Context: an optimization exercise on an open-source flow, tuned for a short achievable clock period and few clock cycles per item. The choices shown serve that exercise and are no tape-out recipe. In this exercise RTL edits were held to simulation tests only and were not proved equivalent to the original.

== the previous run ==
## consolls_core
module consolls_core (
    input  wire        clk,
    input  wire        rst,
    input  wire        step_valid,
    output wire        step_ready,
    output wire        done,
    output reg         halted,
    output reg  [2:0]  cause,
    output reg  [15:0] fault_ip,
    output reg  [15:0] info,
    output reg  [2:0]  info_n,
    output reg         mem_req,
    output reg         mem_we,
    output reg  [15:0] mem_addr,
    output reg  [7:0]  mem_wdata,
    input  wire        mem_ready,
    input  wire [7:0]  mem_rdata
);
clock: 28.0 ns
lec_check: 0
cap_margin: 20
core_margin: 2
core_utilization: 40
slew_margin: 20
standard.sh (not shown) runs the stock make flow with config.mk's settings and CLKGATE_MAP_FILE= SYNTH_SCRIPT=/design/flow/synth_recipe.tcl, a recipe that flattens the netlist after the stock synthesis.
==> flow/flow/run.sh <==
#!/bin/bash
set -euo pipefail
bash standard.sh SETUP_SLACK_MARGIN=23 finish > standard_flow.log 2>&1
The previous run ended with every stage complete and zero timing, DRC or antenna violations.
Testbench counts of the previous run, summed over its fixed seeds: cycles 177,255, steps 9,600.
The following lists how the current run was set up differently from the previous run:
--- a/flow/design.v
+++ b/flow/design.v
@@ -135,13 +135,13 @@
     reg [14:0] rdy;
     always @(*) begin
         need = 15'd0;
         rdy  = 15'd0;
         need[J_R0]  = 1'b1;               rdy[J_R0]  = 1'b1;
         need[J_R1]  = 1'b1;               rdy[J_R1]  = 1'b1;
-        need[J_T]   = 1'b1;               rdy[J_T]   = ipv;
+        need[J_T]   = 1'b1;               rdy[J_T]   = ipv & (ip[15:14] == 2'b00);
         need[J_F1L] = ~clsv | (~d_bad & d_w3);
         need[J_F1H] = ~clsv | (~d_bad & d_w3);
         need[J_F2L] = go & d_w5;
         need[J_F2H] = go & d_w5;
         need[J_F3L] = go & d_w7;
         need[J_F3H] = go & d_w7;
@@ -255,29 +255,33 @@
                 end
             end
             dec_ok = !stop && !dec_fail;
         end
     end
     reg        dv_busy, dv_done;
-    reg [3:0]  dv_cnt;
+    reg [2:0]  dv_cnt;
     reg [15:0] dv_q;       
     reg [15:0] dv_r;       
-    reg [17:0] dv_d3;      
-    wire [17:0] dv_R  = {dv_r, dv_q[15:14]};
-    wire [18:0] dv_t1 = {1'b0, dv_R} - {3'b0, y};
-    wire [18:0] dv_t2 = {1'b0, dv_R} - {2'b0, y, 1'b0};
-    wire [18:0] dv_t3 = {1'b0, dv_R} - {1'b0, dv_d3};
-    reg  [1:0]  dv_qd;
+    reg [19:0] dv_m [1:15];
+    wire [19:0] dv_R = {dv_r, dv_q[15:12]};
+    reg  [3:0]  dv_qd;
     reg  [15:0] dr_n;
+    reg  [20:0] dv_t;
+    integer m;
     always @(*) begin
-        if (!dv_t3[18])      begin dv_qd = 2'd3; dr_n = dv_t3[15:0]; end
-        else if (!dv_t2[18]) begin dv_qd = 2'd2; dr_n = dv_t2[15:0]; end
-        else if (!dv_t1[18]) begin dv_qd = 2'd1; dr_n = dv_t1[15:0]; end
-        else                 begin dv_qd = 2'd0; dr_n = dv_R[15:0];  end
+        dv_qd = 4'd0;
+        dr_n  = dv_R[15:0];
+        for (m = 1; m < 16; m = m + 1) begin
+            dv_t = {1'b0, dv_R} - {1'b0, dv_m[m]};
+            if (!dv_t[20]) begin
+                dv_qd = m[3:0];
+                dr_n  = dv_t[15:0];
+            end
+        end
     end
-    wire [15:0] dq_n = {dv_q[13:0], dv_qd};
+    wire [15:0] dq_n = {dv_q[11:0], dv_qd};
     reg [15:0] prod;
     reg        prodv;
     always @(posedge clk) begin
         prod  <= x * y;
         prodv <= xall & yall & ~clr;
     end
@@ -465,12 +469,13 @@
         pone <= (mem_req & mem_ready & ~mem_we) ? rone[14:0] : 15'd0;
         pfwd <= r_eff & (mem_addr[15:1] == 15'd0);
         psel <= mem_addr[0];
         if (clr) begin
             mem_we   <= 1'b0;
             mem_addr <= 16'd0;
+            mem_wdata <= 8'd0;
             rone     <= 19'd1;
             hnext    <= 1'b0;
             iss      <= 19'd1;
             vld      <= 15'd0;
             x        <= 16'd0;
             y        <= 16'd0;
@@ -510,21 +515,22 @@
             if (pone[J_YH])  y[15:8]  <= rbyte;
             if (pone[J_PL])  p[7:0]   <= rbyte;
             if (pone[J_PH])  p[15:8]  <= rbyte;
             if (st_run && d_div && clsv && xall && yall && !dv_busy && !dv_done &&
                 y != 16'd0) begin
                 dv_busy <= 1'b1;
-                dv_cnt  <= d_wide ? 4'd8 : 4'd4;
+                dv_cnt  <= d_wide ? 3'd4 : 3'd2;
                 dv_q    <= d_wide ? x : {x[7:0], 8'd0};
                 dv_r    <= 16'd0;
-                dv_d3   <= {2'b0, y} + {1'b0, y, 1'b0};
+                for (m = 1; m < 16; m = m + 1)
+                    dv_m[m] <= y * m[3:0];
             end else if (dv_busy) begin
                 dv_q   <= dq_n;
                 dv_r   <= dr_n;
-                dv_cnt <= dv_cnt - 4'd1;
-                if (dv_cnt == 4'd1) begin
+                dv_cnt <= dv_cnt - 3'd1;
+                if (dv_cnt == 3'd1) begin
                     dv_busy <= 1'b0;
                     dv_done <= 1'b1;
                 end
             end
         end
     end
Notes after the runs:
- | cell area | the current run vs the previous run | 50% higher |
- Comparing the previous run against the current run, there is no change at all in path length in cells of the critical path.
- The previous run → the current run: peak supply drop decreased 21%; multi-input logic area saw an increase.
- From the previous run to the current run the numbers moved as follows: final cycle utilization of the critical path went down 0.52 points; setup slack +140 ps.
- Of the current run and the previous run, it is the current run that has the higher gate count of the mapped netlist.
Testbench counts of the current run, summed over its fixed seeds: cycles 176,422, steps 9,600.

[afterwards: timing with drivers on the ports]
No port has a modelled driver above. Below, the same layouts with a new extraction and two added sets of constraints. Step 1 sets driving cells, clkbuf_16 on the clock port and buf_2 on the other inputs (assumed; they add their load-dependent delay and slew). Step 2 also shifts input and output timing later by t, the mid clock arrival at the registers, as if the neighbouring blocks saw the same clock. Three values: ideal, step 1, step 2; two values: the first two.
run | shift t [ns] | setup WS [ns] | worst setup path after step 2 | latest minus earliest clock arrival (ns)
the previous run | 0.675 | 21.101 / 21.035 / 21.176 | input to register | 0.070 / 0.069
the current run | 0.732 | 21.246 / 21.164 / 20.995 | input to register | 0.041 / 0.041
After both steps setup and hold are still met in every run listed. For the current run, which loses most, drivers alone change the setup slack by -0.082 ns; drivers and shift together by -0.251 ns.
